From an optimization exercise on the open Yosys and OpenROAD flow, aimed at small area, a short achievable clock period and few clock cycles; shortcuts taken in it are not production practice.
In this exercise RTL edits were held to simulation tests only and were not proved equivalent to the original.

## rev 12
// ziz_qnt
module ziz_qnt (
    input  wire        clk,
    input  wire        rst,
    input  wire        start,
    input  wire        op,
    input  wire [31:0] opa,
    input  wire [31:0] opb,
    input  wire [31:0] opc,
    output wire        ready,
    output reg         done,
    output wire [31:0] res,
    output reg         oor,
    output reg  [2:0]  fcode
);
Size in the first run: ~6,900 cells after synthesis, roughly 220 flip-flops, roughly 140 I/O pins, ~44,000 um2 of cells after synthesis.
==> flow/config.mk <==
export PLATFORM = sky130hd
export DESIGN_NAME = ziz_qnt
export DESIGN_NICKNAME = ziz_qnt
export VERILOG_FILES = /design/flow/design.v
export SDC_FILE = /design/flow/constraint.sdc
export NUM_CORES = 4
export LEC_CHECK = 0
export ABC_AREA = 1
export CAP_MARGIN = 20
export CORE_MARGIN = 2
export CORE_UTILIZATION = 40
export PLACE_DENSITY = 0.6
export SLEW_MARGIN = 20
==> flow/constraint.sdc <==
create_clock -name core_clock -period 45.0 [get_ports {clk}]
set_input_delay 9.0000 -clock core_clock [delete_from_list [all_inputs] [get_ports {clk}]]
set_output_delay 9.0000 -clock core_clock [all_outputs]
set_load 0.01 [all_outputs]
standard.sh (not shown) runs the stock make flow with config.mk's settings and CLKGATE_MAP_FILE= SYNTH_SCRIPT=/design/flow/synth_recipe.tcl, a recipe that flattens the netlist after the stock synthesis.
==> flow/flow/run.sh <==
#!/bin/bash
# The standard layout, with the resizer's setup repair aiming for 13 ns paths
# (a setup margin of 32 ns on the 45 ns clock) instead of stopping at 45 ns.
set -euo pipefail
bash standard.sh SETUP_SLACK_MARGIN=32 finish > standard.log 2>&1
Testbench counts of rev 12, summed over its fixed seeds: cycles 10,272.
--- input diff rev 12..rev 13 ---
-- flow/design.v --
<<< rev 12, line 89
    output wire [31:0]       res,
    output wire              ovf,
    output wire              zero,
    output wire              sub,
    output wire [24:0]       pre,
>>> rev 13, line 89
    output wire [31:0]       res,
    output wire              ovf,
    output wire              sub,
    output wire [24:0]       pre,
<<< rev 12, line 95
    output wire [9:0]        pre_e
);
    wire [7:0]  qn = qn_i;
    wire [31:0] r0 = qn[0] ? {8'd0, xm}       : 32'd0;
    wire [31:0] r1 = qn[1] ? {7'd0, xm, 1'd0} : 32'd0;
>>> rev 13, line 94
    output wire [9:0]        pre_e
);
    wire [7:0]  qn = deq ? qn_i : 8'hFF;
    wire [31:0] r0 = qn[0] ? {8'd0, xm}       : 32'd0;
    wire [31:0] r1 = qn[1] ? {7'd0, xm, 1'd0} : 32'd0;
<<< rev 12, line 129
    wire        s0  = (|p48[21:0]) | (top & p48[22]);
    wire signed [10:0] eb = $signed({xe[9], xe}) + (deq ? -$signed({8'd0, k}) : 11'sd8)
                            - (top ? 11'sd0 : 11'sd1);
    wire        inc = g0 & (s0 | m0[0]);
    wire [32:0] pk  = {eb[9:0] - 10'd1, 23'd0} + {9'd0, m0} + {32'd0, inc};
    assign zero = (xm == 24'd0) | ~qn_i[7];
    assign sub = !zero && (eb < 11'sd1);
    assign ovf = !zero && !sub && (pk[32:23] >= 10'd255);
>>> rev 13, line 128
    wire        s0  = (|p48[21:0]) | (top & p48[22]);
    wire signed [10:0] eb = $signed({xe[9], xe}) + (deq ? -$signed({8'd0, k}) : 11'sd8)
                            - (top ? 11'sd0 : 11'sd1) + 11'sd127;
    wire        inc = g0 & (s0 | m0[0]);
    wire [32:0] pk  = {eb[9:0] - 10'd1, 23'd0} + {9'd0, m0} + {32'd0, inc};
    wire        zero = (xm == 24'd0) | (deq & ~qn_i[7]);
    assign sub = !zero && (eb < 11'sd1);
    assign ovf = !zero && !sub && (pk[32:23] >= 10'd255);
<<< rev 12, line 263
    wire        g_ovf = !eq_mm && add_ovf;
    wire [31:0] mul_res;
    wire        mul_ovf, mul_sub, mul_zero, pre_s;
    wire [24:0] pre;
    wire [9:0]  pre_e;
    fp_mul u_mul (.deq(op_r), .xs(xs), .xe(xe), .xm(xm), .qn_i(a_r[7:0]), .k(a_r[10:8]),
                  .res(mul_res), .ovf(mul_ovf), .zero(mul_zero), .sub(mul_sub), .pre(pre), .pre_s(pre_s),
                  .pre_e(pre_e));
    wire        ms_go  = tex < 10'sd1;
>>> rev 13, line 262
    wire        g_ovf = !eq_mm && add_ovf;
    wire [31:0] mul_res;
    wire        mul_ovf, mul_sub, pre_s;
    wire [24:0] pre;
    wire [9:0]  pre_e;
    fp_mul u_mul (.deq(op_r), .xs(xs), .xe(xe), .xm(xm), .qn_i(a_r[7:0]), .k(a_r[10:8]),
                  .res(mul_res), .ovf(mul_ovf), .sub(mul_sub), .pre(pre), .pre_s(pre_s),
                  .pre_e(pre_e));
    wire        ms_go  = tex < 10'sd1;
<<< rev 12, line 295
    wire        t_ovf = te > 11'sd127;
    wire signed [10:0] sa_x = 11'sd31 - te;
    wire signed [10:0] sa_e = $signed({7'd0, cnt}) * K - $signed({t_ex[9], t_ex}) + 11'sd9;
    wire signed [10:0] sa_w = (state == S_RND) ? sa_x : sa_e;
    wire [5:0]  sa  = (sa_w < 11'sd0) ? 6'd0 : (sa_w > 11'sd63) ? 6'd63 : sa_w[5:0];
    wire [23:0] rx  = (state == S_RND) ? tm : {quo[21:0], q_nx[K-1:K-2]};
    wire        big = (state == S_RND) && (te >= 11'sd8);
    wire [7:0]  r_byte;
>>> rev 13, line 294
    wire        t_ovf = te > 11'sd127;
    wire signed [10:0] sa_x = 11'sd31 - te;
    wire signed [10:0] sa_e = $signed({7'd0, cnt}) * K - $signed({t_ex[9], t_ex}) + 11'sd8;
    wire signed [10:0] sa_w = (state == S_RND) ? sa_x : sa_e;
    wire [5:0]  sa  = (sa_w < 11'sd0) ? 6'd0 : (sa_w > 11'sd63) ? 6'd63 : sa_w[5:0];
    wire [23:0] rx  = (state == S_RND) ? tm : {quo[22:0], q_nx[K-1]};
    wire        big = (state == S_RND) && (te >= 11'sd8);
    wire [7:0]  r_byte;
<<< rev 12, line 351
        end else begin
            xs <= x_src[31];
            xe <= $signed({2'b0, x_nrm ? x_src[30:23] : 8'd1});
            xm <= {x_nrm, x_src[22:0]};
        end
>>> rev 13, line 350
        end else begin
            xs <= x_src[31];
            xe <= $signed({2'b0, x_nrm ? x_src[30:23] : 8'd1}) - 10'sd127;
            xm <= {x_nrm, x_src[22:0]};
        end
<<< rev 12, line 364
            ms_st <= pre_s;
            ovf2  <= op_r ? mul_ovf : (g_ovf || mul_ovf);
            zero2 <= mul_zero;
        end else if (state == S_MS) begin
            if (ms_go) begin
>>> rev 13, line 363
            ms_st <= pre_s;
            ovf2  <= op_r ? mul_ovf : (g_ovf || mul_ovf);
            zero2 <= !mul_sub && mul_res[30:0] == 31'd0;
        end else if (state == S_MS) begin
            if (ms_go) begin
<<< rev 12, line 401
        end else if (fin) begin
            a_r <= res_nx;
        end else if (state == S_1) begin
            a_r[10:0] <= op_r ? {qk, q << qk} : {3'd0, 8'hFF};
        end else if (state == S_2 && op_r && x_norm) begin
            a_r <= mul_res;
>>> rev 13, line 400
        end else if (fin) begin
            a_r <= res_nx;
        end else if (state == S_1 && op_r) begin
            a_r[10:0] <= {qk, q << qk};
        end else if (state == S_2 && op_r && x_norm) begin
            a_r <= mul_res;
==> comparison <==
- | starting density of the core | rev 13 vs rev 12 | ≈ equal |
- Total number of multi-input combinational cells essentially unchanged between rev 13 and rev 12.
- Final routed DRC violation total: rev 12 vs rev 13 identical
- Floorplan check, rev 13 vs rev 12: die outline smaller in rev 13
- Re fraction of area in clock buffers and inverters: rev 13 is 0.33 points down on rev 12.
- Global routing usage on met1: rev 13 vs rev 12 down 4.2 points
- Rev 13 against rev 12; number of cells on the critical path is down by more than 10%.
Testbench counts of rev 13, summed over its fixed seeds: cycles 10,693.

==> re-timing with driven ports <==
In the flow no input, the clock included, has a driving cell. The finished layouts below were timed again as built, in two steps.
Step 1: set_driving_cell puts a clkbuf_16 on clk and a buf_2 on each other input, an assumption about the parent block.
Step 2 also shifts input and output timing later by t, the mid clock arrival at the registers, as if the neighbouring blocks saw the same clock.
Slacks: ideal / step 1 / step 2; pairs: ideal / step 1.
run	t, ns	slack for setup (ns)	worst register clock-pin slew, ns	worst data-port slew with drivers (ns)	cell pins on the clock port's net
rev 12	0.722	32.555 / 32.555 / 32.555	0.08 / 0.08	0.16	1
rev 13	0.700	32.540 / 32.540 / 32.540	0.07 / 0.07	0.11	1
After both steps every run listed still meets setup and hold.
